Background: an optimization exercise with open tools, aiming at small area. Do not read the settings as production practice. Function was checked by simulation only, so behaviour that the tests miss may differ from the original. No activity file was given, so power comes from the tool's default toggle rates.

$ cat design/flow/design.v
module grbl_stepper (
    input  wire        clk,
    input  wire        rst,
    input  wire [5:0]  cfg_invert_mask,
    input  wire        cfg_invert_enable,
    input  wire [15:0] cfg_accel_period,
    input  wire [31:0] cfg_min_rate,
    input  wire        tick,
    input  wire        pulse_reset,
    input  wire        cmd_valid,
    input  wire [7:0]  cmd,
    input  wire [3:0]  seg_head,
    input  wire [2:0]  blk_head,
    output reg  [6:0]  mem_addr,
    input  wire [31:0] mem_rdata,
    output reg  [5:0]  pins,
    output reg         disable_line,
    output reg         tick_enabled,
    output reg  [1:0]  run_state,
    output reg         cycle_stop,
    output reg  [3:0]  fault,
    output reg  [3:0]  seg_tail,
    output reg  [2:0]  blk_tail,
    output reg  [31:0] pos_x,
    output reg  [31:0] pos_y,
    output reg  [31:0] pos_z
);
    localparam N = 10;
    localparam RS_IDLE = 2'd0, RS_QUEUED = 2'd1, RS_RUNNING = 2'd2, RS_HOLD = 2'd3;
    localparam RAMP_CRUISE = 2'd0, RAMP_ACCEL = 2'd1, RAMP_DECEL = 2'd2;
    localparam F_NONE = 4'd0, F_ZERO_STEP = 4'd2, F_BAD_INDEX = 4'd3,
               F_RESERVED = 4'd4, F_NO_BLOCK = 4'd5, F_BAD_BLOCK = 4'd6,
               F_RESET_RUN = 4'd7, F_CONFIG = 4'd9;
    localparam C_INIT = 8'h01, C_RESET = 8'h02, C_WAKE_UP = 8'h03,
               C_GO_IDLE = 8'h04, C_CYCLE_START = 8'h05, C_FEED_HOLD = 8'h06,
               C_REINIT = 8'h07, C_QUEUE = 8'h09, C_CLEAR_STOP = 8'h0A;
    localparam ST_IDLE = 3'd0,   
               ST_SEG  = 3'd1,   
               ST_BLK  = 3'd2,   
               ST_RAMP = 3'd3,   
               ST_RATE = 3'd4,   
               ST_WAIT = 3'd5,   
               ST_STEP = 3'd6,   
               ST_PEND = 3'd7;   
    reg [2:0]  state;
    reg [2:0]  sub;
    reg [1:0]  ph;
    reg [31:0] r0, r1, r2, r3;
    reg [31:0] rate;
    reg [15:0] ramp_count;
    reg [1:0]  ramp_state;
    reg [7:0]  segment_steps;
    reg        cur_eob, cur_decel;
    reg [3:0]  cur_data;
    reg        load_pend, load_blk;
    reg [2:0]  b_dir;
    reg [2:0]  sf;             
    reg        staged;
    reg        pulse_armed;
    reg        blk_tick;       
    reg        bad;            
    reg        flag;           
    reg        pend;           
    wire cfg_bad = (cfg_accel_period < 16'd2) | cfg_min_rate[31];
    localparam A_ZERO = 3'd0, A_RATE = 3'd1, A_RING = 3'd2, A_MEM = 3'd3,
               A_AP = 3'd4, A_CNT = 3'd5, A_POS = 3'd6;
    localparam B_ZERO = 3'd0, B_MEM = 3'd1, B_RATE = 3'd2, B_MIN = 3'd3,
               B_CNT = 3'd4, B_APH = 3'd5, B_ONE = 3'd6;
    localparam O_SUM = 2'd0, O_B = 2'd1, O_HALF = 2'd2;
    reg [2:0] a_sel, b_sel;
    reg [1:0] o_sel;
    reg       sub_op;          
    reg       cin0;            
    reg       wr_ring, wr_rate, wr_cnt;
    reg [31:0] op_a, op_b;
    always @(*) begin
        case (a_sel)
            A_RATE:  op_a = rate;
            A_RING:  op_a = r0;
            A_MEM:   op_a = mem_rdata;
            A_AP:    op_a = {16'd0, cfg_accel_period};
            A_CNT:   op_a = {16'd0, ramp_count};
            A_POS:   op_a = (sub[1:0] == 2'd1) ? pos_x : (sub[1:0] == 2'd2) ? pos_y : pos_z;
            default: op_a = 32'd0;
        endcase
        case (b_sel)
            B_MEM:   op_b = mem_rdata;
            B_RATE:  op_b = rate;
            B_MIN:   op_b = cfg_min_rate;
            B_CNT:   op_b = {16'd0, ramp_count};
            B_APH:   op_b = {17'd0, cfg_accel_period[15:1]};
            B_ONE:   op_b = 32'd1;
            default: op_b = 32'd0;
        endcase
    end
    wire [31:0] add_b = op_b ^ {32{sub_op}};
    wire [31:0] add_g = op_a & add_b;
    wire [31:0] add_p = op_a ^ add_b;
    wire [16:0] add_c;
    wire [31:0] add_cb;
    assign add_c[0] = sub_op & ~cin0;
    genvar gi;
    generate
        for (gi = 0; gi < 16; gi = gi + 1) begin : g_add
            assign add_cb[2*gi]   = add_c[gi];
            assign add_cb[2*gi+1] = add_g[2*gi] | (add_p[2*gi] & add_c[gi]);
            assign add_c[gi+1] = add_g[2*gi+1] | (add_p[2*gi+1] & add_g[2*gi]) |
                                 (add_p[2*gi+1] & add_p[2*gi] & add_c[gi]);
        end
    endgenerate
    wire [32:0] alu_s = {add_c[16], add_p ^ add_cb};
    wire        cout = alu_s[32];
    reg  [31:0] alu_out;
    always @(*) begin
        case (o_sel)
            O_B:     alu_out = op_b;
            O_HALF:  alu_out = {1'b0, op_a[31:1]};
            default: alu_out = alu_s[31:0];
        endcase
    end
    function [6:0] blk_a(input [2:0] j, input [2:0] f);
        blk_a = {1'b1, j, f};
    endfunction
    wire [3:0] dat_base = cur_data + 4'd4;
    wire [6:0] dat_dist  = {1'b0, dat_base, 2'd0};
    wire [6:0] dat_init  = {1'b0, dat_base, 2'd1};
    wire [6:0] dat_nom   = {1'b0, dat_base, 2'd2};
    wire [6:0] dat_delta = {1'b0, dat_base, 2'd3};
    wire [15:0] seg_w = mem_rdata[15:0];
    wire [3:0]  seg_fault = (seg_w[15:14] != 2'b00) ? F_RESERVED :
                            (seg_w[11:8] >= N)      ? F_BAD_INDEX :
                            (seg_w[7:0] == 8'd0)    ? F_ZERO_STEP : F_NONE;
    wire [1:0]  ld_ramp_state = load_blk ? RAMP_ACCEL : ramp_state;
    wire [1:0]  ap_ramp_state = seg_w[13] ? RAMP_DECEL : ld_ramp_state;
    wire seg_ok = (run_state != RS_HOLD) && (seg_tail != seg_head) &&
                  (seg_fault == F_NONE) && !(load_blk && blk_tail == blk_head);
    wire accel_tick = (ramp_state != RAMP_CRUISE) && (ramp_count[15:1] == 15'd0);
    wire is_accel = (ramp_state == RAMP_ACCEL);
    wire        do_init = rst | (cmd_valid && cmd == C_INIT && !cfg_bad);
    wire        pos_slot = (state == ST_STEP) && (sub[2] == 1'b1) && (sub[1:0] != 2'd0);
    always @(posedge clk) begin
        if (do_init | (pos_slot && sub[1:0] == 2'd1 && sf[0])) pos_x <= alu_out;
        if (do_init | (pos_slot && sub[1:0] == 2'd2 && sf[1])) pos_y <= alu_out;
        if (do_init | (pos_slot && sub[1:0] == 2'd3 && sf[2])) pos_z <= alu_out;
    end
    wire [7:0] seg_steps_dec = segment_steps - 8'd1;
    wire [3:0] seg_tail_inc = (seg_tail == N - 1) ? 4'd0 : seg_tail + 4'd1;
    always @(*) begin
        a_sel = A_ZERO; b_sel = B_MEM; o_sel = O_SUM;
        sub_op = 1'b1; cin0 = 1'b0;
        wr_ring = 1'b0; wr_rate = 1'b0; wr_cnt = 1'b0;
        mem_addr = {3'b000, seg_tail};
        case (state)
            ST_SEG: begin
                mem_addr = blk_a(blk_tail, 3'd3);
                a_sel = A_AP;
                if (load_blk) begin
                    if (seg_w[13]) b_sel = B_APH;
                    else o_sel = O_HALF;
                    wr_cnt = seg_ok;
                end else if (seg_w[13]) begin
                    if (ramp_state == RAMP_CRUISE) o_sel = O_HALF;
                    else b_sel = B_CNT;
                    wr_cnt = seg_ok && (ramp_state != RAMP_DECEL);
                end
            end
            ST_BLK: begin
                case (sub)
                    3'd0: begin                
                        o_sel = O_B; wr_rate = 1'b1;
                        mem_addr = blk_a(blk_tail, 3'd0);
                    end
                    3'd1, 3'd2, 3'd3, 3'd4: begin   
                        a_sel = A_RATE; o_sel = O_HALF;
                        wr_ring = (ph != 2'd0);
                        mem_addr = (sub == 3'd1) ? blk_a(blk_tail, 3'd1) :
                                   (sub == 3'd2) ? blk_a(blk_tail, 3'd2) :
                                   (sub == 3'd3) ? blk_a(blk_tail, 3'd4) : dat_init;
                    end
                    3'd5: begin                
                        o_sel = O_B; wr_rate = 1'b1;
                    end
                    default: begin             
                        a_sel = A_RATE; b_sel = B_MIN; o_sel = O_B;
                        wr_rate = ~cout;
                    end
                endcase
            end
            ST_RAMP: begin
                b_sel = B_ZERO;
                if (accel_tick) begin
                    a_sel = A_AP; sub_op = 1'b0;
                end else begin
                    a_sel = A_CNT; cin0 = 1'b1;
                end
                wr_cnt = (ramp_state != RAMP_CRUISE);
                mem_addr = accel_tick ? dat_delta : dat_dist;
            end
            ST_RATE: begin
                a_sel = A_RATE;
                case (sub)
                    3'd0: begin
                        sub_op = ~is_accel; cin0 = 1'b1;
                        wr_rate = is_accel;
                        mem_addr = is_accel ? dat_nom : dat_delta;
                    end
                    3'd1: begin
                        if (is_accel) begin
                            o_sel = O_B; wr_rate = cout | flag;
                        end else begin
                            o_sel = flag ? O_SUM : O_HALF; wr_rate = 1'b1;
                        end
                        mem_addr = dat_dist;
                    end
                    default: begin
                        b_sel = B_MIN; o_sel = O_B; wr_rate = ~cout;
                        mem_addr = dat_dist;
                    end
                endcase
            end
            ST_WAIT: begin
                if (pend) begin
                    mem_addr = blk_a(blk_tail, 3'd3);
                end else begin
                    a_sel = blk_tick ? A_MEM : A_RING; b_sel = B_RATE;
                    wr_ring = (ph == 2'd0);
                    mem_addr = (ph == 2'd0) ? blk_a(blk_tail, 3'd0) : dat_dist;
                end
            end
            ST_PEND: begin
                a_sel = A_RING; sub_op = 1'b0;
                case (sub[1:0])
                    2'd1: wr_ring = sf[0];
                    2'd2: wr_ring = sf[1];
                    default: wr_ring = sf[2];
                endcase
                mem_addr = (sub[1:0] == 2'd3) ? dat_dist : blk_a(blk_tail, 3'd3);
            end
            ST_STEP: begin
                case (sub)
                    3'd1, 3'd2, 3'd3: begin      
                        a_sel = A_RING; wr_ring = 1'b1;
                    end
                    3'd4: begin                  
                        a_sel = A_RING; sub_op = 1'b0; wr_ring = 1'b1;
                    end
                    default: begin               
                        a_sel = A_POS;
                        if ((sub[1:0] == 2'd1) ? b_dir[0] :
                            (sub[1:0] == 2'd2) ? b_dir[1] : b_dir[2]) begin
                            b_sel = B_ZERO; cin0 = 1'b1;
                        end else begin
                            b_sel = B_ONE; sub_op = 1'b0;
                        end
                    end
                endcase
                case (sub)
                    3'd1: mem_addr = blk_a(blk_tail, 3'd1);
                    3'd2: mem_addr = blk_a(blk_tail, 3'd2);
                    default: mem_addr = dat_dist;
                endcase
            end
            default: ;
        endcase
        if (do_init) begin
            a_sel = A_ZERO; b_sel = B_ZERO; sub_op = 1'b0; o_sel = O_SUM;
        end
    end
    always @(posedge clk) begin
        r0 <= r1;
        r1 <= r2;
        r2 <= r3;
        r3 <= wr_ring ? alu_out : r0;
    end
    always @(posedge clk) begin
        if (wr_rate)
            rate <= alu_out;
        if (wr_cnt)
            ramp_count <= alu_out[15:0];
    end
    wire tick_ok = tick && tick_enabled && (fault == F_NONE) && !pulse_armed &&
                   (state == ST_IDLE);
    task automatic init_regs;
        begin
            staged <= 1'b0; pend <= 1'b0;
            load_pend <= 1'b1; load_blk <= 1'b1;
            seg_tail <= 4'd0; blk_tail <= 3'd0;
            run_state <= RS_IDLE;
            tick_enabled <= 1'b0; pulse_armed <= 1'b0;
            pins <= cfg_invert_mask;
            disable_line <= ~cfg_invert_enable;
            cycle_stop <= 1'b0;
            fault <= F_NONE;
            state <= ST_IDLE;
        end
    endtask
    task automatic go_idle;
        begin
            tick_enabled <= 1'b0;
            disable_line <= ~cfg_invert_enable;
            state <= ST_IDLE;
        end
    endtask
    always @(posedge clk) begin
        if (rst)
            ph <= 2'd0;
        else
            ph <= ph + 2'd1;
    end
    always @(posedge clk) begin
        if (rst) begin
            init_regs;
            if (cfg_bad)
                fault <= F_CONFIG;
        end else if (cmd_valid && cmd == C_INIT) begin
            if (cfg_bad)
                fault <= F_CONFIG;
            else
                init_regs;
        end else if (fault == F_NONE) begin
            if (pulse_reset && pulse_armed) begin
                pins <= {pins[5:3], cfg_invert_mask[2:0]};
                pulse_armed <= 1'b0;
            end
            if (cmd_valid) begin
                case (cmd)
                    C_RESET: begin
                        if (tick_enabled) begin
                            fault <= F_RESET_RUN;
                        end else begin
                            staged <= 1'b0;
                            load_pend <= 1'b1; load_blk <= 1'b1;
                            seg_tail <= 4'd0;
                        end
                    end
                    C_WAKE_UP: begin
                        disable_line <= cfg_invert_enable;
                        if (run_state == RS_RUNNING && !tick_enabled) begin
                            staged <= 1'b0;
                            tick_enabled <= 1'b1;
                        end
                    end
                    C_GO_IDLE: go_idle;
                    C_CYCLE_START: begin
                        if (run_state == RS_QUEUED) begin
                            run_state <= RS_RUNNING;
                            disable_line <= cfg_invert_enable;
                            if (!tick_enabled) begin
                                staged <= 1'b0;
                                tick_enabled <= 1'b1;
                            end
                        end
                    end
                    C_FEED_HOLD: begin
                        if (run_state == RS_RUNNING)
                            run_state <= RS_HOLD;
                    end
                    C_REINIT: begin
                        if (run_state == RS_HOLD && !tick_enabled)
                            run_state <= RS_IDLE;
                    end
                    C_QUEUE: begin
                        if (run_state == RS_IDLE)
                            run_state <= RS_QUEUED;
                    end
                    C_CLEAR_STOP: begin
                        cycle_stop <= 1'b0;
                        if (run_state == RS_RUNNING && !tick_enabled)
                            run_state <= RS_IDLE;
                    end
                    default: ;
                endcase
            end
            case (state)
                ST_IDLE: begin
                    if (tick_ok) begin
                        if (staged) begin
                            pins <= {b_dir, sf} ^ cfg_invert_mask;
                            pulse_armed <= 1'b1;
                            staged <= 1'b0;
                        end
                        blk_tick <= 1'b0;
                        state <= load_pend ? ST_SEG : ST_RAMP;
                    end
                end
                ST_SEG: begin
                    if (run_state == RS_HOLD) begin
                        go_idle;
                    end else if (seg_tail == seg_head) begin
                        go_idle;
                        cycle_stop <= 1'b1;
                    end else if (seg_fault != F_NONE) begin
                        fault <= seg_fault;
                        state <= ST_IDLE;
                    end else if (load_blk && blk_tail == blk_head) begin
                        fault <= F_NO_BLOCK;
                        state <= ST_IDLE;
                    end else begin
                        segment_steps <= seg_w[7:0];
                        cur_eob <= seg_w[12];
                        cur_decel <= seg_w[13];
                        cur_data <= seg_w[11:8];
                        ramp_state <= ap_ramp_state;
                        load_pend <= 1'b0;
                        load_blk <= 1'b0;
                        blk_tick <= load_blk;
                        sub <= 3'd0;
                        state <= load_blk ? ST_BLK : ST_RAMP;
                    end
                end
                ST_BLK: begin
                    case (sub)
                        3'd0: bad <= cout | mem_rdata[31];
                        3'd1, 3'd2, 3'd3: bad <= bad | ~cout;
                        3'd4: begin
                            bad <= bad | ((mem_rdata & ~32'h38) != 32'd0);
                            b_dir <= mem_rdata[5:3];
                        end
                        default: ;
                    endcase
                    sub <= sub + 3'd1;
                    if (sub == 3'd5) begin
                        if (bad) begin
                            fault <= F_BAD_BLOCK;
                            state <= ST_IDLE;
                        end else begin
                            sf <= 3'b000;
                            pend <= 1'b0;
                            staged <= 1'b1;
                        end
                    end
                    if (sub == 3'd6)
                        state <= ST_RAMP;
                end
                ST_RAMP: begin
                    sub <= 3'd0;
                    state <= accel_tick ? ST_RATE : ST_WAIT;
                end
                ST_RATE: begin
                    case (sub)
                        3'd0: flag <= cout;
                        3'd1: if (is_accel && (cout | flag)) ramp_state <= RAMP_CRUISE;
                        default: ;
                    endcase
                    sub <= sub + 3'd1;
                    if (sub == 3'd2)
                        state <= ST_WAIT;
                end
                ST_WAIT: begin
                    if (ph == 2'd0) begin
                        sub <= 3'd1;
                        if (pend) begin
                            state <= ST_PEND;
                        end else if (alu_s[31]) begin
                            segment_steps <= seg_steps_dec;
                            staged <= 1'b1;
                            pend <= 1'b1;
                            state <= ST_STEP;
                        end else begin
                            state <= ST_IDLE;
                        end
                    end
                end
                ST_PEND: begin
                    sub <= sub + 3'd1;
                    if (sub[1:0] == 2'd3) begin
                        pend <= 1'b0;
                        state <= ST_WAIT;
                    end
                end
                ST_STEP: begin
                    case (sub)
                        3'd1: begin
                            sf[0] <= alu_s[31];
                        end
                        3'd2: begin
                            sf[1] <= alu_s[31];
                        end
                        3'd3: begin
                            sf[2] <= alu_s[31];
                        end
                        default: ;
                    endcase
                    sub <= sub + 3'd1;
                    if (sub == 3'd7) begin
                        if (segment_steps == 8'd0) begin
                            if (cur_eob) begin
                                blk_tail <= blk_tail + 3'd1;
                                load_blk <= 1'b1;
                            end
                            load_pend <= 1'b1;
                            seg_tail <= seg_tail_inc;
                        end
                        state <= ST_IDLE;
                    end
                end
                default: state <= ST_IDLE;
            endcase
        end
    end
endmodule
$ cat design/flow/flow/run.sh
#!/bin/bash
# Standard ORFS layout with three changes:
# - after synthesis, OpenROAD's restructure re-maps the combinational logic
#   for area (with a copy of the library that leaves out the don't-use cells);
# - the port buffers are the smallest buffer cell (repair may upsize them);
# - the clock tree uses smaller buffers, larger sink clusters, no dummy loads.
set -euo pipefail
export BUFFER_PORTS_ARGS="-buffer_cell sky130_fd_sc_hd__buf_1"
export CTS_ARGS="-sink_clustering_enable -repair_clock_nets -buf_list {sky130_fd_sc_hd__clkbuf_4 sky130_fd_sc_hd__clkbuf_8} -sink_clustering_size 16 -sink_clustering_max_diameter 50 -dont_use_dummy_load"
bash standard.sh synth > synth.log 2>&1
python3 flow/filter_lib.py "$FLOW_HOME/platforms/sky130hd/lib/sky130_fd_sc_hd__tt_025C_1v80.lib" \
    restructure.lib 'sky130_fd_sc_hd__lpflow_*' 'sky130_fd_sc_hd__probe*' > filter_lib.log 2>&1
mkdir -p restructure_work
openroad -no_init -exit flow/restructure.tcl > restructure.log 2>&1
touch "orfs/results/$FLOW_PLATFORM/grbl_stepper/base/1_synth.sdc"
bash standard.sh > standard.log 2>&1
$ cat design/flow/flow/filter_lib.py
#!/usr/bin/env python3
# Copy a liberty file without the named cells (shell-style patterns).
import fnmatch, re, sys
src, dst = sys.argv[1], sys.argv[2]
pats = sys.argv[3:]
text = open(src).read()
out = []
pos = 0
for m in re.finditer(r'\n\s*cell\s*\(\s*"?([\w]+)"?\s*\)\s*\{', text):
    if m.start() < pos:
        continue
    name = m.group(1)
    if not any(fnmatch.fnmatch(name, p) for p in pats):
        continue
    # find the matching closing brace
    depth = 0
    i = m.end() - 1
    while True:
        c = text[i]
        if c == '{':
            depth += 1
        elif c == '}':
            depth -= 1
            if depth == 0:
                break
        i += 1
    out.append(text[pos:m.start()])
    pos = i + 1
out.append(text[pos:])
open(dst, 'w').write(''.join(out))
$ cat design/flow/flow/restructure.tcl
# Area recovery on the synthesized netlist: OpenROAD's restructure re-maps
# the combinational logic with ABC for area (registers are kept as they are).
set res orfs/results/$::env(FLOW_PLATFORM)/grbl_stepper/base
read_liberty $::env(FLOW_HOME)/platforms/sky130hd/lib/sky130_fd_sc_hd__tt_025C_1v80.lib
read_db $res/1_synth.odb
read_sdc $res/1_synth.sdc
source $::env(FLOW_HOME)/platforms/sky130hd/setRC.tcl
report_design_area
restructure -target area -liberty_file restructure.lib \
    -tielo_port sky130_fd_sc_hd__conb_1/LO -tiehi_port sky130_fd_sc_hd__conb_1/HI \
    -work_dir restructure_work -abc_logfile restructure_abc.log
report_design_area
report_wns
write_db $res/1_synth.odb
$ cat design/flow/standard.sh
#!/bin/bash
# synth_recipe.tcl (not shown) runs the flow's synth.tcl, then flattens the netlist and writes it again
# the make line also repeats each setting of config.mk as NAME=value (left out here)
make -C /OpenROAD-flow-scripts/flow DESIGN_CONFIG=/design/flow/config.mk WORK_HOME=/design/flow/orfs CLKGATE_MAP_FILE= SYNTH_SCRIPT=/design/flow/synth_recipe.tcl "${@:-finish}"
$ cat design/flow/config.mk
export PLATFORM = sky130hd
export DESIGN_NAME = grbl_stepper
export DESIGN_NICKNAME = grbl_stepper
export VERILOG_FILES = /design/flow/design.v
export SDC_FILE = /design/flow/constraint.sdc
export NUM_CORES = 4
export LEC_CHECK = 0
export ABC_AREA = 1
export CAP_MARGIN = 0
export CORE_MARGIN = 2
export CORE_UTILIZATION = 40
export SLEW_MARGIN = 0
$ cat design/flow/constraint.sdc
create_clock -name core_clock -period 12.5 [get_ports {clk}]
set_input_delay 2.5000 -clock core_clock [delete_from_list [all_inputs] [get_ports {clk}]]
set_output_delay 2.5000 -clock core_clock [all_outputs]
set_load 0.01 [all_outputs]
==> impl_metrics.env, run 1 <==
export IMPL_cts_resized=0
export IMPL_grt_max_degree=58
export IMPL_drtIter0Drc=1431
export IMPL_finalPower_w=0.00203
export IMPL_drc=0
export IMPL_dr_pass1_iters=6
export IMPL_synth_avg_cell_area_um2=10.3
export IMPL_h_tree_depth=2
export IMPL_criticalPathCategory="in2reg"
export IMPL_cts_buffer_depth=3
export IMPL_place_ws_ns=-0.286
export IMPL_worst_slack_ns=0.649
export IMPL_n_fill_cell=3612
export IMPL_combPwrFrac=0.095
export IMPL_endpoint_kind="flip-flop"
export IMPL_finalCriticalPeriod_ns=11.85
export IMPL_switchingPower_w=0.000500
export IMPL_std_cell_rows=71
export IMPL_yosys_warnings=1
export IMPL_coreArea_um2=37500
export IMPL_initial_core_util=0.403
export IMPL_ios=232
export IMPL_synthCells=1466
export IMPL_fin_nets=1916
export IMPL_fmax_ghz=0.0844
export IMPL_clk_pin_slew_ns=0.08
export IMPL_arrival_ns=12.14
export IMPL_insertion_delay_ns=0.61
export IMPL_grt_overflow=0
export IMPL_cp_top_family="compound AO/OA/AOI/OAI gates"
export IMPL_syn_area_um2=15100
export IMPL_port_buffers=231
export IMPL_area_delta_synth_final_pct=18.1
export IMPL_vias_per_cell=6.01
export IMPL_hp_class="reg2reg"
export IMPL_ff_latch_area_um2=8450
export IMPL_outcome="finished clean"
export IMPL_dieWidth_um=198
export IMPL_cap_violations=0
export IMPL_gr_usage_all_layers=0.271
export IMPL_hold_violations=0
export IMPL_cts_made_buffers=36
export IMPL_drtAntennaViolNets=0
export IMPL_cp_start_kind="primary input"
export IMPL_grt_pass1_vias=13527
export IMPL_drt_total_wl_mm=54.2
export IMPL_setup_viol=0
export IMPL_die_h_um=198
export IMPL_crit_path_top_delay_cell="or4_1"
export IMPL_synth_net_count=1573
export IMPL_power_share_sequential=0.605
export IMPL_leakage_nw=5.71
export IMPL_critPathMaxStageDelay_ns=0.54
export IMPL_slew_violations=0
export IMPL_grt_pass1_wl_mm=80.1
export IMPL_skew_ns=0.0712
export IMPL_switching_share=0.247
export IMPL_dieArea_um2=39400
export IMPL_p_clk_frac=0.301
export IMPL_multi_input_area_um2=5870
export IMPL_place_hpwl_mm=39.0
export IMPL_post_cts_buffers=0
export IMPL_p_int_w=0.00153
export IMPL_crit_top_cell="clkinv_1"
export IMPL_drt_wirelength_per_cell_um=23.4
export IMPL_cellPowerDensity_nw_per_um2=113
export IMPL_drive_above_1_share=0.0769
export IMPL_cts_hold_buf=0
export IMPL_peakVddDrop_uv=78.0
export IMPL_cts_root_buf="clkbuf_8"
export IMPL_vias=13938
export IMPL_fin_crit_sh=0.948
export IMPL_fin_util=0.476
export IMPL_cts_tree="yes"
export IMPL_worstMarginPinSlew_ns=1.18
export IMPL_antenna_found_initial=2
export IMPL_routabilityCongestion=0.960
export IMPL_cp_required_ns=12.79
export IMPL_timing_slew_headroom=0.212
export IMPL_path_buf_inv=20
export IMPL_cp_max_fo=25
export IMPL_cts_sinks=331
## cell usage in the layout, fill, tap and decap left out, types with 12 or more instances in the layout
master and instances:
clkinv_1 256, buf_1 231, edfxtp_1 182, dfxtp_1 149
nor2_1 146, o221ai_1 120, o21ai_0 88, buf_4 73
nand2_1 55, nor3_1 41, o22ai_1 40, clkbuf_8 36
o2bb2ai_1 36, a2bb2oi_1 34, a21boi_0 33, a222oi_1 32
a221oi_1 28, a21oi_1 24, a22oi_1 19, a31oi_1 15
nor4_1 12, o21a_1 12
## routing by layer
metal | GRT usage | vias up | share of wire
li1 | - | 6448 | -
met1 | 0.355 | 6714 | 0.42
met2 | 0.435 | 639 | 0.46
met3 | 0.0504 | 135 | 0.075
met4 | 0.131 | 2 | 0.042
met5 | 0 | - | 0.00030
## sequential cells by signal (all words and copies together) (netlist names), 32 cells and up
signal	flops
pos_x	32
pos_y	32
pos_z	32
r0	32
r1	32
r2	32
r3	32
rate	32
## per-stage QoR
stage / setup TNS (ns) / instances / hold slack [ns] / area, um2
2_1_floorplan: 0 / 1466 / 0.310 / 15100
3_3_place_gp: 0 / 2282 / 0.310 / 17300
3_5_place_dp: -10.65 / 2282 / 0.312 / 17300
4_1_cts: 0 / 2318 / 0.305 / 17800
5_1_grt: -0.487 / 2318 / 0.304 / 17900
6_report: 0 / 2319 / 0.307 / 17900
## layout make-up
type / count / share of cell area
clock buffers: 36 / 0.0278
flip-flops and latches: 331 / 0.473
inverters: 257 / 0.0540
multi-input cells: 878 / 0.329
repair buffers: 305 / 0.0804
well taps: 511 / 0.0358
diodes: 1 / 0.000140
## worst reg2reg max path, delay by kind of cell (launching register included)
| kind | cells | cell delay (ns) |
|---|---|---|
| AOI/OAI and AO/OA | 24 | 5.31 |
| buffers and inverters | 18 | 2.96 |
| and+or+nand+nor | 7 | 1.82 |
| DFF | 1 | 0.50 |
## worst paths after layout
kind,from,to,slack (ns),cells after the start
worst min-delay path,r2[29],r1[29],0.31,0
worst max register to register,state[0],rate[31],1.61,49
worst min register to register,r2[29],r1[29],0.31,0
worst max-delay path,cmd[4],rate[31],0.65,51
## power groups by stage
| stage | logic [W] | registers, W | clock network [W] |
|---|---|---|---|
| floorplan | 0.0000886 | 0.00126 | 0 |
| finish | 0.000192 | 0.00122 | 0.000609 |
| global route | 0.000209 | 0.00123 | 0.000668 |
| global placement | 0.000186 | 0.00125 | 0 |
| detailed placement | 0.000189 | 0.00125 | 0 |
| CTS | 0.000189 | 0.00122 | 0.000630 |
==> run 2: changes to the inputs <==
--- a/design/flow/config.mk
+++ b/design/flow/config.mk
@@ -6,5 +6,4 @@
 export NUM_CORES = 4
 export LEC_CHECK = 0
-export ABC_AREA = 1
 export CAP_MARGIN = 0
 export CORE_MARGIN = 2
==> run 2 against run 1 <==
Against the previous run:
- area after synthesis increased by 1.6%
- largest cell class unchanged
- register-to-register slack better by 0.61 ns
- global-route usage grew 1.3 points
- clock-buffer cell count increased by 4
- cell area shrank 0.48%
- cell count is 0.17% lower
- largest power group unchanged
- flip-flop and latch count stayed put
- clock skew up 0.0068 ns
- non-clock buffer count shrank 41
- critical path depth decreased by 15
==> impl_metrics.env, run 2 <==
export IMPL_hold_end="r1[8]"
export IMPL_cp_max_fo=32
export IMPL_drtAntennaViolNets=0
export IMPL_grt_max_degree=50
export IMPL_crit_path_top_delay_cell="nor4b_1"
export IMPL_vias_per_cell=6.24
export IMPL_r2r_cells=35
export IMPL_grt_overflow=0
export IMPL_dr_pass1_iters=9
export IMPL_hold_violations=0
export IMPL_cts_buffer_depth=3
export IMPL_routabilityCongestion=0.931
export IMPL_finalCriticalPeriod_ns=10.98
export IMPL_cts_resized=0
export IMPL_grt_pass1_wl_mm=84.7
export IMPL_crit_top_cell="nor2_1"
export IMPL_clk_pin_slew_ns=0.10
export IMPL_drive_above_1_share=0.0493
export IMPL_fmax_ghz=0.0911
export IMPL_antenna_found_initial=2
export IMPL_path_buf_inv=7
export IMPL_cts_root_buf="clkbuf_8"
export IMPL_slew_violations=0
export IMPL_final_cell_mix="231 x buf_1, 182 x edfxtp_1, 175 x clkinv_1"
export IMPL_finalSetupTns_ns=0
export IMPL_rsz0062_at_grt="false"
export IMPL_die_h_um=200
export IMPL_leakage_nw=5.59
export IMPL_fin_nets=1913
export IMPL_cts_tree="yes"
export IMPL_cp_start_kind="primary input"
export IMPL_cap_violations=0
export IMPL_skew_ns=0.0780
export IMPL_setup_viol=0
export IMPL_syn_area_um2=15400
export IMPL_port_buffers=231
export IMPL_grt_pass1_vias=13631
export IMPL_cp_required_ns=12.83
export IMPL_gr_usage_all_layers=0.284
export IMPL_drtIter0Drc=1760
export IMPL_worstReg2RegEnd="rate[6]"
export IMPL_final_cells=2315
export IMPL_worstMarginPinSlew_ns=1.08
export IMPL_hp_class="reg2reg"
export IMPL_drc=0
export IMPL_insertion_delay_ns=0.62
export IMPL_synth_avg_cell_area_um2=10.2
export IMPL_criticalPathCategory="in2reg"
export IMPL_worstHoldStart="r2[8]"
export IMPL_timing_reg2reg_setup_slack_ns=2.22
export IMPL_cts_sinks=331
export IMPL_drt_total_wl_mm=57.4
export IMPL_cts_made_buffers=40
export IMPL_drt_wirelength_per_cell_um=24.8
export IMPL_outcome="finished clean"
export IMPL_cp_top_family="simple AND/OR/NAND/NOR gates"
export IMPL_dieWidth_um=200
export IMPL_yosys_warnings=1
export IMPL_r2r_start="state[0]"
export IMPL_place_hpwl_mm=41.0
export IMPL_timing_slew_headroom=0.278
export IMPL_final_common_cell="buf_1"
export IMPL_ios=232
export IMPL_h_tree_depth=2
export IMPL_fin_crit_sh=0.878
export IMPL_vias=14442
export IMPL_std_cell_rows=71
export IMPL_synthCells=1500
export IMPL_dieArea_um2=40000
export IMPL_peakVddDrop_uv=91.3
export IMPL_endpoint_kind="flip-flop"
export IMPL_area_delta_synth_final_pct=15.6
export IMPL_final_area_um2=17800
export IMPL_coreArea_um2=37800
export IMPL_postPlaceCellArea_um2=17200
export IMPL_initial_core_util=0.407
export IMPL_hold_depth=0
export IMPL_cts_hold_buf=0
export IMPL_synth_net_count=1607
export IMPL_antennaDiodeCount=0
export IMPL_dp_cells=2275
export IMPL_post_cts_buffers=0
export IMPL_cellPowerDensity_nw_per_um2=116
export IMPL_arrival_ns=11.31
export IMPL_critPathMaxStageDelay_ns=0.58
==> run 2: report_power, final <==
group	internal (W)	switching [W]	leakage (nW)	total (W)
sequential	0.00120	0.0000205	2.94	0.00122
combinational	0.0000632	0.000135	2.36	0.000198
clock	0.000283	0.000365	0.288	0.000649
==> run 2: per-stage QoR <==
stage / total power [W] / util / hold slack (ns) / worst slack [ns]
6_report: 0.00207 / 0.471 / 0.266 / 1.52
2_1_floorplan: 0.00135 / - / 0.310 / 0.640
3_3_place_gp: 0.00144 / 0.456 / 0.310 / 1.53
3_5_place_dp: 0.00144 / 0.456 / 0.312 / 1.18
4_1_cts: 0.00208 / 0.471 / 0.272 / 1.73
5_1_grt: 0.00215 / 0.471 / 0.279 / 0.798
==> run 2: worst register-to-register path: cells and delay by family, from the launching register on <==
kind	cells	cell delay, ns
AOI/OAI and AO/OA	15	3.50
buffers and inverters	7	2.19
DFF	1	0.64
and+or+nand+nor	13	3.72
==> run 2: routing by layer <==
metal | global-route usage | share of wire | vias up
met4 | 0.0947 | 0.030 | 4
met2 | 0.446 | 0.45 | 757
met5 | 0 | 0.00047 | -
li1 | - | - | 6598
met1 | 0.400 | 0.44 | 6972
met3 | 0.0469 | 0.080 | 111
==> run 2: cell type report <==
cell class,count,area (um2)
multi-input combinational,993,6350
tap,511,639
timing repair buffer,264,1110
fill,3644,20000
sequential,331,8450
inverter,176,661
clock buffer,40,551
==> run 2: worst max path at each step <==
stage / startpoint / endpoint / slack (ns) / cells after the start
final: cfg_accel_period[3] / rate[6] / 1.52 / 36
after global routing: cmd[4] / rate[6] / 0.80 / 37
after CTS: cfg_accel_period[3] / rate[6] / 1.73 / 36
after detailed placement: cfg_accel_period[3] / rate[3] / 1.18 / 36
after global placement: cfg_accel_period[3] / rate[2] / 1.53 / 36
after floorplan: cfg_accel_period[3] / rate[0] / 0.64 / 28
==> run 3: changes to the inputs <==
--- a/design/flow/design.v
+++ b/design/flow/design.v
@@ -63,5 +63,5 @@
     reg        pend;           
     wire cfg_bad = (cfg_accel_period < 16'd2) | cfg_min_rate[31];
-    localparam A_ZERO = 3'd0, A_RATE = 3'd1, A_RING = 3'd2, A_MEM = 3'd3,
+    localparam A_ZERO = 3'd0, A_RATE = 3'd1, A_RING = 3'd2,
                A_AP = 3'd4, A_CNT = 3'd5, A_POS = 3'd6;
     localparam B_ZERO = 3'd0, B_MEM = 3'd1, B_RATE = 3'd2, B_MIN = 3'd3,
@@ -78,5 +78,4 @@
             A_RATE:  op_a = rate;
             A_RING:  op_a = r0;
-            A_MEM:   op_a = mem_rdata;
             A_AP:    op_a = {16'd0, cfg_accel_period};
             A_CNT:   op_a = {16'd0, ramp_count};
@@ -223,5 +222,9 @@
                     mem_addr = blk_a(blk_tail, 3'd3);
                 end else begin
-                    a_sel = blk_tick ? A_MEM : A_RING; b_sel = B_RATE;
+                    if (blk_tick) begin
+                        a_sel = A_RATE; cin0 = 1'b1;
+                    end else begin
+                        a_sel = A_RING; b_sel = B_RATE; sub_op = 1'b0;
+                    end
                     wr_ring = (ph == 2'd0);
                     mem_addr = (ph == 2'd0) ? blk_a(blk_tail, 3'd0) : dat_dist;
@@ -243,5 +246,5 @@
                     end
                     3'd4: begin                  
-                        a_sel = A_RING; sub_op = 1'b0; wr_ring = 1'b1;
+                        a_sel = A_RING; wr_ring = 1'b1;
                     end
                     default: begin               
@@ -452,5 +455,5 @@
                         if (pend) begin
                             state <= ST_PEND;
-                        end else if (alu_s[31]) begin
+                        end else if (!alu_s[31]) begin
                             segment_steps <= seg_steps_dec;
                             staged <= 1'b1;
==> run 3 against run 2 <==
Against the previous run:
- largest cell class unchanged
- clock power fell by 9.6%
- synthesized cell count fell by 2.8%
- register-to-register slack improved by 1.3 ns
- flip-flop and latch count did not move
- worst setup slack improved by 0.24 ns
==> impl_metrics.env, run 3 <==
export IMPL_peakVddDrop_uv=106
export IMPL_dieArea_um2=39300
export IMPL_vias_per_cell=6.10
export IMPL_synthCells=1458
export IMPL_critPathMaxStageDelay_ns=0.68
export IMPL_cts_made_buffers=34
export IMPL_finalCriticalPeriod_ns=10.74
export IMPL_grt_pass1_wl_mm=81.8
export IMPL_crit_path_top_delay_cell="nor4_1"
export IMPL_cp_top_family="compound AO/OA/AOI/OAI gates"
export IMPL_synth_net_count=1565
export IMPL_fin_crit_sh=0.859
export IMPL_hold_end="r0[20]"
export IMPL_timing_reg2reg_setup_slack_ns=3.56
export IMPL_ios=232
export IMPL_std_cell_rows=71
export IMPL_power_share_sequential=0.609
export IMPL_switchingPower_w=0.000490
export IMPL_worstReg2RegEnd="rate[3]"
export IMPL_cts_hold_buf=0
export IMPL_r2r_start="state[0]"
export IMPL_routabilityCongestion=0.971
export IMPL_postPlaceCellArea_um2=16800
export IMPL_drtIter0Drc=1626
export IMPL_grt_pass1_vias=13284
export IMPL_hold_violations=0
export IMPL_crit_top_cell="clkinv_1"
export IMPL_vias=13803
export IMPL_coreArea_um2=37400
export IMPL_p_int_w=0.00150
export IMPL_grt_overflow=0
export IMPL_outcome="finished clean"
export IMPL_final_cell_mix="231 x buf_1, 198 x clkinv_1, 182 x edfxtp_1"
export IMPL_p_clk_frac=0.295
export IMPL_worstHoldStart="r1[20]"
export IMPL_die_h_um=198
export IMPL_skew_ns=0.105
export IMPL_hp_class="reg2reg"
export IMPL_final_common_cell="buf_1"
export IMPL_hold_depth=0
export IMPL_setup_viol=0
export IMPL_place_hpwl_mm=40.5
export IMPL_antenna_found_initial=1
export IMPL_area_delta_synth_final_pct=14.7
export IMPL_cts_tree="yes"
export IMPL_drive_above_1_share=0.0411
export IMPL_syn_area_um2=15100
export IMPL_port_buffers=231
export IMPL_grt_max_degree=41
export IMPL_cts_root_buf="clkbuf_8"
export IMPL_cellPowerDensity_nw_per_um2=115
export IMPL_post_cts_buffers=0
export IMPL_cp_max_fo=32
export IMPL_drc=0
export IMPL_switching_share=0.246
export IMPL_cts_resized=0
export IMPL_cp_required_ns=12.71
export IMPL_insertion_delay_ns=0.59
export IMPL_yosys_warnings=1
export IMPL_cp_start_kind="primary input"
export IMPL_timing_slew_headroom=0.203
export IMPL_h_tree_depth=2
export IMPL_drtAntennaViolNets=0
export IMPL_combPwrFrac=0.095
export IMPL_path_buf_inv=10
export IMPL_dr_pass1_iters=8
export IMPL_finalSetupTns_ns=0
export IMPL_dieWidth_um=198
export IMPL_antennaDiodeCount=0
export IMPL_arrival_ns=10.95
export IMPL_drt_wirelength_per_cell_um=24.6
export IMPL_worstMarginPinSlew_ns=1.19
export IMPL_fin_nets=1859
export IMPL_fmax_ghz=0.0931
export IMPL_criticalPathCategory="in2reg"
export IMPL_fin_util=0.463
export IMPL_critPathLaunch="cmd[4]"
export IMPL_rsz0062_at_grt="false"
export IMPL_final_area_um2=17300
export IMPL_gr_usage_all_layers=0.277
export IMPL_r2r_cells=33
export IMPL_drt_total_wl_mm=55.6
export IMPL_cts_sinks=331
export IMPL_endpoint_kind="flip-flop"
export IMPL_cts_buffer_depth=3
export IMPL_synth_avg_cell_area_um2=10.3
export IMPL_cap_violations=0
export IMPL_leakage_nw=5.45
export IMPL_initial_core_util=0.403
export IMPL_clk_pin_slew_ns=0.09
export IMPL_slew_violations=0
-- run 3: worst max-delay path by stage --
stage                to  depth (start not counted)
2_1_floorplan   rate[0]                         31
3_3_place_gp   rate[26]                         30
3_5_place_dp   rate[27]                         30
4_1_cts         rate[3]                         30
5_1_grt         rate[3]                         30
6_report        rate[3]                         33
-- run 3: power groups by stage --
stage               clock network, W   logic, W  registers (W)
floorplan                          0  0.0000927        0.00124
global placement                   0   0.000186        0.00123
detailed placement                 0   0.000187        0.00124
CTS                         0.000604   0.000188        0.00121
global route                0.000636   0.000207        0.00121
finish                      0.000587   0.000189        0.00121
-- run 3: cell type report --
cell class | count | area [um2]
sequential | 331 | 8450
fill | 3646 | 20100
timing repair buffer | 258 | 1070
multi-input combinational | 928 | 5930
tap | 511 | 639
clock buffer | 34 | 468
inverter | 199 | 747
-- run 3: metal layers --
layer,vias to the layer above,GRT usage,part of all wire
li1,6317,-,-
met3,122,0.0487,0.080
met5,-,0,0.00023
met1,6658,0.355,0.41
met4,2,0.117,0.039
met2,704,0.463,0.47
-- run 3: through the flow --
| step | setup WS [ns] | instances | hold WS [ns] | power [W] |
|---|---|---|---|---|
| floorplan | 2.15 | 1458 | 0.310 | 0.00134 |
| global placement | 1.72 | 2227 | 0.310 | 0.00142 |
| detailed placement | 1.44 | 2227 | 0.312 | 0.00142 |
| CTS | 2.00 | 2261 | 0.274 | 0.00200 |
| global route | 1.26 | 2261 | 0.276 | 0.00206 |
| finish | 1.76 | 2261 | 0.272 | 0.00199 |
==> run 4: changes to the inputs <==
--- a/design/flow/design.v
+++ b/design/flow/design.v
@@ -80,5 +80,5 @@
             A_AP:    op_a = {16'd0, cfg_accel_period};
             A_CNT:   op_a = {16'd0, ramp_count};
-            A_POS:   op_a = (sub[1:0] == 2'd1) ? pos_x : (sub[1:0] == 2'd2) ? pos_y : pos_z;
+            A_POS:   op_a = pos_x;
             default: op_a = 32'd0;
         endcase
@@ -138,8 +138,11 @@
     wire        do_init = rst | (cmd_valid && cmd == C_INIT && !cfg_bad);
     wire        pos_slot = (state == ST_STEP) && (sub[2] == 1'b1) && (sub[1:0] != 2'd0);
+    wire [31:0] pos_keep = {32{~do_init}};
     always @(posedge clk) begin
-        if (do_init | (pos_slot && sub[1:0] == 2'd1 && sf[0])) pos_x <= alu_out;
-        if (do_init | (pos_slot && sub[1:0] == 2'd2 && sf[1])) pos_y <= alu_out;
-        if (do_init | (pos_slot && sub[1:0] == 2'd3 && sf[2])) pos_z <= alu_out;
+        if (do_init | pos_slot) begin
+            pos_x <= pos_y & pos_keep;
+            pos_y <= pos_z & pos_keep;
+            pos_z <= alu_out;
+        end
     end
     wire [7:0] seg_steps_dec = segment_steps - 8'd1;
@@ -250,6 +253,8 @@
                     default: begin               
                         a_sel = A_POS;
-                        if ((sub[1:0] == 2'd1) ? b_dir[0] :
-                            (sub[1:0] == 2'd2) ? b_dir[1] : b_dir[2]) begin
+                        if (!((sub[1:0] == 2'd1) ? sf[0] : (sub[1:0] == 2'd2) ? sf[1] : sf[2])) begin
+                            b_sel = B_ZERO; sub_op = 1'b0;
+                        end else if ((sub[1:0] == 2'd1) ? b_dir[0] :
+                                     (sub[1:0] == 2'd2) ? b_dir[1] : b_dir[2]) begin
                             b_sel = B_ZERO; cin0 = 1'b1;
                         end else begin
==> run 4 against run 3 <==
Against the previous run:
- sequential power about the same
- cell area down 0.59%
- non-clock buffer count grew 16
- clock-buffer cell count increased by 4
- die area decreased by 1.7%
- worst hold slack better by 0.017 ns
- combinational power barely moved
- synthesized cell count fell by 3.6%
- clock power rose by 7.0%
- wire length down 5.0%
- still clean
- area after synthesis is 1.7% lower
- cell count fell by 3.4%
==> impl_metrics.env, run 4 <==
export IMPL_outcome="finished clean"
export IMPL_drtIter0Drc=1712
export IMPL_vias_per_cell=6.11
export IMPL_cp_required_ns=12.83
export IMPL_final_cell_mix="231 x buf_1, 182 x edfxtp_1, 168 x nor2_1"
export IMPL_yosys_warnings=1
export IMPL_finalCriticalPeriod_ns=11.18
export IMPL_post_cts_buffers=0
export IMPL_synthCells=1405
export IMPL_port_buffers=231
export IMPL_cp_top_family="simple AND/OR/NAND/NOR gates"
export IMPL_worstMarginPinSlew_ns=1.14
export IMPL_fmax_ghz=0.0895
export IMPL_fin_crit_sh=0.894
export IMPL_drive_above_1_share=0.0536
export IMPL_cts_root_buf="clkbuf_8"
export IMPL_antennaDiodeCount=0
export IMPL_peakVddDrop_uv=90.6
export IMPL_dp_cells=2147
export IMPL_dieArea_um2=38600
export IMPL_dieWidth_um=197
export IMPL_grt_overflow=0
export IMPL_power_share_sequential=0.596
export IMPL_crit_path_top_delay_cell="nor2_1"
export IMPL_antenna_found_initial=1
export IMPL_cts_hold_buf=0
export IMPL_slew_violations=0
export IMPL_path_buf_inv=12
export IMPL_drtAntennaViolNets=0
export IMPL_initial_core_util=0.406
export IMPL_fin_nets=1826
export IMPL_critPathMaxStageDelay_ns=0.60
export IMPL_endpoint_kind="flip-flop"
export IMPL_timing_slew_headroom=0.238
export IMPL_grt_pass1_vias=12626
export IMPL_skew_ns=0.0978
export IMPL_dr_pass1_iters=9
export IMPL_routabilityCongestion=0.959
export IMPL_finalSetupTns_ns=0
export IMPL_p_clk_frac=0.310
export IMPL_place_hpwl_mm=38.7
export IMPL_worst_slack_ns=1.32
export IMPL_coreArea_um2=36500
export IMPL_ios=232
export IMPL_drt_total_wl_mm=52.8
export IMPL_std_cell_rows=70
export IMPL_insertion_delay_ns=0.62
export IMPL_combPwrFrac=0.094
export IMPL_clk_pin_slew_ns=0.10
export IMPL_arrival_ns=11.51
export IMPL_final_common_cell="buf_1"
export IMPL_cts_made_buffers=38
export IMPL_grt_pass1_wl_mm=77.7
export IMPL_area_delta_synth_final_pct=16.0
export IMPL_h_tree_depth=2
export IMPL_vias=13352
export IMPL_die_h_um=197
export IMPL_cts_resized=0
export IMPL_cp_start_kind="primary input"
export IMPL_switchingPower_w=0.000502
export IMPL_hold_violations=0
export IMPL_synth_avg_cell_area_um2=10.6
export IMPL_cts_tree="yes"
export IMPL_cap_violations=0
export IMPL_criticalPathCategory="in2reg"
export IMPL_hold_ws_ns=0.289
export IMPL_cts_sinks=331
export IMPL_grt_max_degree=53
export IMPL_cp_max_fo=14
export IMPL_cellPowerDensity_nw_per_um2=118
export IMPL_cts_buffer_depth=3
export IMPL_p_int_w=0.00152
export IMPL_rsz0062_at_grt="false"
export IMPL_drc=0
export IMPL_syn_area_um2=14800
export IMPL_drt_wirelength_per_cell_um=24.2
export IMPL_place_ws_ns=0.859
export IMPL_crit_top_cell="clkinv_1"
export IMPL_synth_net_count=1512
export IMPL_leakage_nw=5.62
export IMPL_switching_share=0.248
export IMPL_final_cells=2185
export IMPL_hp_class="reg2reg"
export IMPL_setup_viol=0
export IMPL_gr_usage_all_layers=0.267
[run 4: metal layers]
metal	track usage	part of all wire	vias to the layer above
li1	-	-	6128
met1	0.362	0.42	6415
met2	0.435	0.46	696
met3	0.0392	0.080	111
met4	0.102	0.033	2
met5	0	0.00017	-
[run 4: through the flow]
stage	utilization	power [W]	cell area (um2)
after floorplan	-	0.00134	14800
after global placement	0.457	0.00142	16700
after detailed placement	0.457	0.00142	16700
after CTS	0.471	0.00205	17200
after global routing	0.471	0.00210	17200
final	0.471	0.00203	17200
[run 4: power by group through the flow]
stage	Combinational, W	Clock, W	Sequential (W)
floorplan	0.0000968	0	0.00124
global placement	0.000189	0	0.00123
detailed placement	0.000189	0	0.00123
CTS	0.000190	0.000649	0.00121
global route	0.000207	0.000684	0.00121
finish	0.000190	0.000628	0.00121
[run 4: cell type report]
cell class                      count  area (um2)
Sequential cell                   331        8450
Inverter                          143         537
Clock buffer                       38         523
Multi-Input combinational cell    931        5920
Fill cell                        3551       19300
Timing Repair Buffer              274        1190
Tap cell                          468         586
[run 4: path summary, 6_finish.rpt]
kind / from / to / slack [ns] / depth (start not counted)
max reg2reg: state[1] / rate[26] / 1.80 / 35
min reg2reg: r2[20] / r1[20] / 0.29 / 0
max: cmd[4] / rate[26] / 1.32 / 38
min: r2[20] / r1[20] / 0.29 / 0
==> run 5: changes to the inputs <==
--- a/design/flow/config.mk
+++ b/design/flow/config.mk
@@ -8,4 +8,5 @@
 export CAP_MARGIN = 0
 export CORE_MARGIN = 2
-export CORE_UTILIZATION = 40
+export CORE_UTILIZATION = 65
+export PLACE_DENSITY = 0.75
 export SLEW_MARGIN = 0
==> run 5 against run 4 <==
Against the previous run:
- via count rose by 3.4%
- non-clock buffer count decreased by 14
- highest routed layer is now met4
- largest power group unchanged
- power shrank 1.7%
- synthesized cell count unchanged
- cell area is 2.1% lower
- flip-flop and latch count stayed put
==> impl_metrics.env, run 5 <==
export IMPL_cts_buffer_depth=3
export IMPL_final_cell_mix="231 x buf_1, 182 x edfxtp_1, 168 x nor2_1"
export IMPL_routabilityCongestion=1.01
export IMPL_hold_ws_ns=0.319
export IMPL_worstReg2RegEnd="rate[30]"
export IMPL_combPwrFrac=0.094
export IMPL_worst_slack_ns=1.19
export IMPL_syn_area_um2=14800
export IMPL_skew_ns=0.0645
export IMPL_drive_above_1_share=0.0441
export IMPL_cp_start_kind="primary input"
export IMPL_finalSetupTns_ns=0
export IMPL_drtAntennaViolNets=0
export IMPL_cellPowerDensity_nw_per_um2=118
export IMPL_synth_avg_cell_area_um2=10.6
export IMPL_endpoint_kind="flip-flop"
export IMPL_rsz0062_at_grt="false"
export IMPL_drt_wirelength_per_cell_um=24.4
export IMPL_peakVddDrop_uv=143
export IMPL_cp_required_ns=12.76
export IMPL_drt_total_wl_mm=48.4
export IMPL_dp_cells=1950
export IMPL_power_share_sequential=0.607
export IMPL_fin_util=0.748
export IMPL_antenna_found_initial=1
export IMPL_outcome="finished clean"
export IMPL_n_fill_cell=1539
export IMPL_switching_share=0.245
export IMPL_yosys_warnings=1
export IMPL_cts_made_buffers=35
export IMPL_vias=13812
export IMPL_clk_pin_slew_ns=0.09
export IMPL_antennaDiodeCount=0
export IMPL_initial_core_util=0.659
export IMPL_slew_violations=0
export IMPL_finalCriticalPeriod_ns=11.31
export IMPL_fin_crit_sh=0.905
export IMPL_area_delta_synth_final_pct=13.6
export IMPL_hold_end="r2[28]"
export IMPL_timing_reg2reg_setup_slack_ns=1.72
export IMPL_grt_pass1_vias=13043
export IMPL_crit_top_cell="clkinv_1"
export IMPL_setup_viol=0
export IMPL_final_common_cell="buf_1"
export IMPL_final_cells=1985
export IMPL_cp_max_fo=21
export IMPL_cts_hold_buf=0
export IMPL_critPathMaxStageDelay_ns=0.63
export IMPL_hp_class="reg2reg"
export IMPL_r2r_cells=36
export IMPL_cts_sinks=331
export IMPL_drtIter0Drc=2534
export IMPL_port_buffers=231
export IMPL_grt_overflow=0
export IMPL_place_hpwl_mm=35.0
export IMPL_arrival_ns=11.57
export IMPL_post_cts_buffers=0
export IMPL_p_int_w=0.00150
export IMPL_coreArea_um2=22500
export IMPL_cap_violations=0
export IMPL_dieArea_um2=24000
export IMPL_synth_net_count=1512
export IMPL_drc=0
export IMPL_die_h_um=155
export IMPL_synthCells=1405
export IMPL_place_ws_ns=1.05
export IMPL_grt_pass1_wl_mm=72.7
export IMPL_gr_usage_all_layers=0.391
export IMPL_fmax_ghz=0.0884
export IMPL_worstMarginPinSlew_ns=1.21
export IMPL_switchingPower_w=0.000489
export IMPL_cts_tree="yes"
export IMPL_leakage_nw=5.53
export IMPL_std_cell_rows=55
export IMPL_p_clk_frac=0.299
export IMPL_crit_path_top_delay_cell="a2111oi_0"
export IMPL_ios=232
export IMPL_criticalPathCategory="in2reg"
export IMPL_cts_root_buf="clkbuf_8"
export IMPL_dr_pass1_iters=15
export IMPL_hold_depth=0
export IMPL_hold_violations=0
export IMPL_grt_max_degree=76
export IMPL_cts_resized=0
export IMPL_r2r_start="state[1]"
export IMPL_dieWidth_um=155
export IMPL_timing_slew_headroom=0.189
export IMPL_vias_per_cell=6.96
export IMPL_h_tree_depth=2
export IMPL_worstHoldStart="r3[28]"
export IMPL_insertion_delay_ns=0.56
export IMPL_fin_nets=1809
## run 5: cell count changes in the layout (fill, tap and decap cells not counted), sizes merged
cell / change
clkbuf: -3
buf: -14
## run 5: power groups by stage
stage / registers, W / clock network [W] / logic, W
4_1_cts: 0.00121 / 0.000594 / 0.000184
3_5_place_dp: 0.00123 / 0 / 0.000182
5_1_grt: 0.00121 / 0.000630 / 0.000202
2_1_floorplan: 0.00124 / 0 / 0.0000968
6_report: 0.00121 / 0.000596 / 0.000188
3_3_place_gp: 0.00123 / 0 / 0.000179
## run 5: layout make-up
type	instances	area, um2	area share
Multi-Input combinational cell	931	5920	0.351
Tap cell	285	357	0.0212
Timing Repair Buffer	260	1100	0.0652
Inverter	143	537	0.0319
Sequential cell	331	8450	0.502
Clock buffer	35	482	0.0286
## run 5: worst max-delay path: cells and delay by family
family          cells  cell delay (ns)
buf+inv             8             1.47
compound gates     15             4.09
simple gates       12             3.51
## run 5: how the worst max path moves through the flow
stage                              startpoint        to  slack, ns  cells after the start
after floorplan           cfg_accel_period[7]   rate[0]       0.29                     29
after global placement                 cmd[4]  rate[22]       1.23                     34
after detailed placement               cmd[4]  rate[21]       1.05                     35
after CTS                              cmd[4]  rate[30]       1.53                     35
after global routing                   cmd[4]  rate[31]       0.43                     35
final                                  cmd[4]  rate[30]       1.19                     35
## run 5: layer usage
metal | track usage | routed length (um) | up-vias
met5 | 0 | 0 | -
met4 | 0.158 | 1970 | 0
met3 | 0.0794 | 5890 | 189
met2 | 0.626 | 22400 | 1126
met1 | 0.529 | 18200 | 6386
li1 | - | - | 6111
## run 5: through the flow
stage	power, W	cell area (um2)
6_report	0.00199	16800
5_1_grt	0.00204	16800
4_1_cts	0.00199	16800
3_5_place_dp	0.00141	16400
3_3_place_gp	0.00141	16400
2_1_floorplan	0.00134	14800
==> run 6: changes to the inputs <==
--- a/design/flow/design.v
+++ b/design/flow/design.v
@@ -51,5 +51,5 @@
     reg [1:0]  ramp_state;
     reg [7:0]  segment_steps;
-    reg        cur_eob, cur_decel;
+    reg        cur_eob;
     reg [3:0]  cur_data;
     reg        load_pend, load_blk;
@@ -407,5 +407,4 @@
                         segment_steps <= seg_w[7:0];
                         cur_eob <= seg_w[12];
-                        cur_decel <= seg_w[13];
                         cur_data <= seg_w[11:8];
                         ramp_state <= ap_ramp_state;
==> run 6 against run 5 <==
Against the previous run:
- clock skew increased by 0.0070 ns
- maximum frequency increased by 6.9%
- clock-buffer cell count decreased by 7
- combinational power decreased by 5%
- cell area decreased by 0.72%
- cell count decreased by 0.35%
- non-clock buffer count decreased by 6
- global-route usage decreased by 1.7 points
- via count decreased by 1.8%
- worst hold slack got worse by 0.021 ns
- flip-flop and latch count unchanged
- critical path depth decreased by 3
==> impl_metrics.env, run 6 <==
export IMPL_critPathMaxStageDelay_ns=0.85
export IMPL_gr_usage_all_layers=0.374
export IMPL_arrival_ns=10.74
export IMPL_endpoint_kind="flip-flop"
export IMPL_port_buffers=231
export IMPL_finalPower_w=0.00190
export IMPL_vias_per_cell=6.86
export IMPL_syn_area_um2=14800
export IMPL_h_tree_depth=1
export IMPL_drtAntennaViolNets=0
export IMPL_std_cell_rows=55
export IMPL_timing_slew_headroom=0.0960
export IMPL_hold_end="r2[30]"
export IMPL_ff_latch_area_um2=8450
export IMPL_r2r_cells=33
export IMPL_crit_top_cell="nor2_1"
export IMPL_cts_buffer_depth=3
export IMPL_switching_share=0.238
export IMPL_worstMarginPinSlew_ns=1.35
export IMPL_place_hpwl_mm=33.2
export IMPL_drive_above_1_share=0.0367
export IMPL_worstReg2RegEnd="rate[30]"
export IMPL_insertion_delay_ns=0.60
export IMPL_synthCells=1408
export IMPL_cp_start_kind="primary input"
export IMPL_drtIter0Drc=2163
export IMPL_fmax_ghz=0.0945
export IMPL_path_buf_inv=9
export IMPL_peakVddDrop_uv=138
export IMPL_cp_num_cells=32
export IMPL_p_clk_frac=0.273
export IMPL_die_h_um=155
export IMPL_area_delta_synth_final_pct=12.6
export IMPL_final_cell_mix="231 x buf_1, 182 x edfxtp_1, 167 x clkinv_1"
export IMPL_grt_overflow=0
export IMPL_fin_nets=1799
export IMPL_slew_violations=0
export IMPL_multi_input_area_um2=5850
export IMPL_combPwrFrac=0.095
export IMPL_yosys_warnings=1
export IMPL_antenna_found_initial=3
export IMPL_cp_required_ns=12.66
export IMPL_grt_max_degree=69
export IMPL_ios=232
export IMPL_finalCriticalPeriod_ns=10.58
export IMPL_crit_path_top_delay_cell="nor2_1"
export IMPL_final_area_um2=16700
export IMPL_grt_pass1_wl_mm=70.0
export IMPL_cts_resized=0
export IMPL_cts_root_buf="clkbuf_8"
export IMPL_clk_pin_slew_ns=0.09
export IMPL_grt_pass1_vias=12764
export IMPL_hold_ws_ns=0.298
export IMPL_drc=0
export IMPL_synth_avg_cell_area_um2=10.5
export IMPL_drt_total_wl_mm=46.2
export IMPL_cts_made_buffers=28
export IMPL_coreArea_um2=22500
export IMPL_skew_ns=0.0715
export IMPL_vias=13569
export IMPL_switchingPower_w=0.000451
export IMPL_hold_violations=0
export IMPL_routabilityCongestion=1.07
export IMPL_dr_pass1_iters=13
export IMPL_setup_viol=0
export IMPL_cp_top_family="compound AO/OA/AOI/OAI gates"
export IMPL_initial_core_util=0.660
export IMPL_drt_wirelength_per_cell_um=23.3
export IMPL_fin_crit_sh=0.846
export IMPL_outcome="finished clean"
export IMPL_cts_sinks=331
export IMPL_dieArea_um2=24100
export IMPL_postPlaceCellArea_um2=16300
export IMPL_timing_reg2reg_setup_slack_ns=2.00
export IMPL_final_common_cell="buf_1"
export IMPL_cts_tree="yes"
export IMPL_n_fill_cell=1590
export IMPL_synth_net_count=1515
export IMPL_cts_hold_buf=0
export IMPL_worstHoldStart="r3[30]"
export IMPL_hp_class="reg2reg"
export IMPL_criticalPathCategory="in2reg"
export IMPL_leakage_nw=5.48
export IMPL_r2r_start="state[1]"
export IMPL_rsz0062_at_grt="false"
export IMPL_power_share_sequential=0.632
export IMPL_cellPowerDensity_nw_per_um2=113
export IMPL_post_cts_buffers=0
export IMPL_cap_violations=0
export IMPL_cp_max_fo=32
export IMPL_p_int_w=0.00144
export IMPL_dieWidth_um=155
export IMPL_hold_depth=0
export IMPL_finalSetupTns_ns=0
export IMPL_critPathLaunch="cfg_accel_period[14]"
-- run 6: through the flow --
stage | util | instances | worst slack [ns]
floorplan | - | 1408 | 0.516
global placement | 0.725 | 1947 | 1.98
detailed placement | 0.725 | 1947 | 1.69
CTS | 0.743 | 1975 | 2.27
global route | 0.743 | 1976 | 1.36
finish | 0.743 | 1978 | 1.92
-- run 6: worst max path at each step --
stage | endpoint | slack (ns)
2_1_floorplan | rate[0] | 0.52
3_3_place_gp | rate[9] | 1.98
3_5_place_dp | rate[9] | 1.69
4_1_cts | rate[30] | 2.27
5_1_grt | rate[30] | 1.36
6_report | rate[30] | 1.92
-- run 6: cell type report --
class	instances	area share
multi-input cells	909	0.350
well taps	285	0.0213
inverters	168	0.0377
flip-flops and latches	331	0.505
diodes	3	0.000449
clock buffers	28	0.0231
repair buffers	254	0.0622
-- run 6: power by group through the flow --
stage / clock (W) / combinational (W) / sequential, W
CTS: 0.000522 / 0.000176 / 0.00120
global route: 0.000556 / 0.000194 / 0.00120
detailed placement: 0 / 0.000174 / 0.00122
global placement: 0 / 0.000170 / 0.00122
floorplan: 0 / 0.0000922 / 0.00123
finish: 0.000517 / 0.000179 / 0.00120
-- run 6: per-layer routing --
metal | GRT usage | share of wire | vias to the layer above | wire length [um]
li1 | - | - | 6069 | -
met1 | 0.503 | 0.39 | 6338 | 17900
met2 | 0.590 | 0.45 | 986 | 20700
met3 | 0.0802 | 0.11 | 176 | 5270
met4 | 0.167 | 0.050 | 0 | 2290
met5 | 0 | 0 | - | 0
-- run 6: worst register-to-register path, delay by kind of cell (launching register included) --
| kind | cells | cell delay [ns] |
|---|---|---|
| AOI/OAI and AO/OA | 16 | 3.55 |
| buffers and inverters | 10 | 2.84 |
| DFF | 1 | 0.69 |
| and+or+nand+nor | 7 | 3.07 |
==> run 7: changes to the inputs <==
--- a/design/flow/config.mk
+++ b/design/flow/config.mk
@@ -8,5 +8,5 @@
 export CAP_MARGIN = 0
 export CORE_MARGIN = 2
-export CORE_UTILIZATION = 65
-export PLACE_DENSITY = 0.75
+export CORE_UTILIZATION = 75
+export PLACE_DENSITY = 0.85
 export SLEW_MARGIN = 0
==> run 7 against run 6 <==
Against the previous run:
- synthesized cell count stayed put
- wire length grew 6.4%
- flip-flop and latch count unchanged
- clock-buffer cell count unchanged
- non-clock buffer count shrank 2
- first-iteration DRC count grew 40%
- global-route usage rose by 9.2 points
- via count increased by 5.6%
- register-to-register slack gained 0.22 ns
- largest power group unchanged
- highest routed layer unchanged
==> impl_metrics.env, run 7 <==
export IMPL_dieWidth_um=145
export IMPL_hp_class="reg2reg"
export IMPL_cp_max_fo=68
export IMPL_vias=14327
export IMPL_grt_overflow=0
export IMPL_post_cts_buffers=0
export IMPL_combPwrFrac=0.096
export IMPL_rsz0062_at_grt="false"
export IMPL_cts_root_buf="clkbuf_8"
export IMPL_initial_core_util=0.763
export IMPL_grt_pass1_wl_mm=74.4
export IMPL_drt_wirelength_per_cell_um=25.2
export IMPL_switchingPower_w=0.000467
export IMPL_worstMarginPinSlew_ns=1.30
export IMPL_cts_made_buffers=28
export IMPL_drc=0
export IMPL_clk_pin_slew_ns=0.09
export IMPL_power_share_sequential=0.628
export IMPL_fin_nets=1797
export IMPL_critPathMaxStageDelay_ns=0.69
export IMPL_p_int_w=0.00144
export IMPL_std_cell_rows=51
export IMPL_timing_slew_headroom=0.127
export IMPL_cp_required_ns=12.77
export IMPL_port_buffers=231
export IMPL_cts_tree="yes"
export IMPL_slew_violations=0
export IMPL_cellPowerDensity_nw_per_um2=115
export IMPL_insertion_delay_ns=0.61
export IMPL_finalCriticalPeriod_ns=10.80
export IMPL_ios=232
export IMPL_crit_top_cell="nor2_1"
export IMPL_die_h_um=145
export IMPL_place_hpwl_mm=33.2
export IMPL_criticalPathCategory="in2reg"
export IMPL_final_common_cell="buf_1"
export IMPL_final_cell_mix="231 x buf_1, 182 x edfxtp_1, 167 x clkinv_1"
export IMPL_skew_ns=0.0756
export IMPL_fmax_ghz=0.0926
export IMPL_drt_total_wl_mm=49.1
export IMPL_antennaDiodeCount=0
export IMPL_cts_sinks=331
export IMPL_finalSetupTns_ns=0
export IMPL_arrival_ns=11.07
export IMPL_dr_pass1_iters=14
export IMPL_drive_above_1_share=0.0355
export IMPL_outcome="finished clean"
export IMPL_drtIter0Drc=3021
export IMPL_endpoint_kind="flip-flop"
export IMPL_antenna_found_initial=0
export IMPL_synthCells=1408
export IMPL_cts_hold_buf=0
export IMPL_switching_share=0.244
export IMPL_cp_start_kind="primary input"
export IMPL_peakVddDrop_uv=117
export IMPL_cap_violations=0
export IMPL_setup_viol=0
export IMPL_yosys_warnings=1
export IMPL_area_delta_synth_final_pct=12.3
export IMPL_synth_net_count=1515
export IMPL_coreArea_um2=19500
export IMPL_crit_path_top_delay_cell="buf_4"
export IMPL_leakage_nw=5.47
export IMPL_hold_ws_ns=0.312
export IMPL_cts_buffer_depth=3
export IMPL_drtAntennaViolNets=0
export IMPL_hold_violations=0
export IMPL_grt_max_degree=76
export IMPL_dieArea_um2=20900
export IMPL_grt_pass1_vias=13790
export IMPL_cts_resized=0
export IMPL_h_tree_depth=1
export IMPL_n_fill_cell=1041
export IMPL_syn_area_um2=14800
export IMPL_p_clk_frac=0.276
export IMPL_synth_avg_cell_area_um2=10.5
export IMPL_fin_crit_sh=0.864
export IMPL_routabilityCongestion=1.13
export IMPL_fin_util=0.857
export IMPL_vias_per_cell=7.34
export IMPL_gr_usage_all_layers=0.466
## run 7: cell types whose count changed in the layout (fill, tap and decap cells not counted)
cell and delta:
diode_2 -3, buf_4 -2
## run 7: worst max-delay path, delay by kind of cell
kind	cells	cell delay (ns)
compound gates	12	3.06
buf+inv	9	1.90
simple gates	13	3.28
xor+xnor	1	0.29
## run 7: layout make-up
class                      count  area, um2  share of cell area
sequential                   331       8450               0.507
inverter                     168        631              0.0378
multi-input combinational    909       5850               0.351
timing repair buffer         252       1020              0.0615
tap                          265        332              0.0199
clock buffer                  28        385              0.0231
## run 7: worst paths after layout
path	cells after the start	endpoint	from	slack, ns
min reg2reg	0	r0[12]	r1[12]	0.31
max reg2reg	34	rate[31]	state[1]	2.22
min	0	r0[12]	r1[12]	0.31
max	35	segment_steps[7]	cmd[4]	1.70
## run 7: power by group through the flow
| stage | combinational [W] | clock, W | sequential, W |
|---|---|---|---|
| finish | 0.000183 | 0.000528 | 0.00120 |
| CTS | 0.000177 | 0.000523 | 0.00120 |
| global route | 0.000196 | 0.000559 | 0.00120 |
| floorplan | 0.0000922 | 0 | 0.00123 |
| global placement | 0.000166 | 0 | 0.00122 |
| detailed placement | 0.000173 | 0 | 0.00122 |
## run 7: metrics by stage
| stage | cell area, um2 | setup slack, ns | std cells | power, W |
|---|---|---|---|---|
| detailed placement | 16300 | 1.78 | 1925 | 0.00140 |
| global placement | 16300 | 2.10 | 1925 | 0.00139 |
| floorplan | 14900 | 0.516 | 1408 | 0.00133 |
| CTS | 16700 | 2.15 | 1953 | 0.00190 |
| finish | 16700 | 1.70 | 1953 | 0.00191 |
| global route | 16700 | 1.30 | 1953 | 0.00196 |
## run 7: per-layer routing
layer,wire (um),GRT usage,vias to the layer above
li1,-,-,6059
met1,16000,0.571,6441
met2,22200,0.749,1419
met3,6900,0.121,408
met4,3970,0.276,0
met5,0,0,-

afterwards: timing with drivers on the ports:
The results above use ideal ports. As a check the final layouts listed here were re-extracted and re-timed, cells and wires unchanged. Step 1 assumes that a clkbuf_16 drives the clock port and a buf_2 every other input. Step 2 times the ports against the registers' clock, not the clock port: input delays grow and output delays shrink by t, the midpoint of the rising clock arrivals with the driver on. Slacks: no drivers / after step 1 / after step 2; pairs: no drivers / after step 1.
| run | t, ns | setup slack, ns | latest minus earliest clock arrival (ns) | cell pins on the clock port's net |
|---|---|---|---|---|
| run 1 | 0.623 | 0.649 / 0.674 / 0.051 | 0.071 / 0.071 | 1 |
| run 2 | 0.632 | 1.520 / 1.542 / 0.910 | 0.079 / 0.078 | 1 |
| run 3 | 0.589 | 1.757 / 1.784 / 1.196 | 0.105 / 0.105 | 1 |
| run 4 | 0.625 | 1.321 / 1.349 / 0.724 | 0.097 / 0.098 | 1 |
| run 5 | 0.577 | 1.190 / 1.215 / 0.638 | 0.065 / 0.064 | 1 |
| run 6 | 0.604 | 1.920 / 1.934 / 1.330 | 0.071 / 0.072 | 1 |
| run 7 | 0.619 | 1.701 / 1.726 / 1.106 | 0.076 / 0.075 | 1 |
After both steps every run listed still meets setup and hold. The setup slack of run 2, which loses most, moves by +0.022 ns with the drivers and by -0.610 ns with both steps.
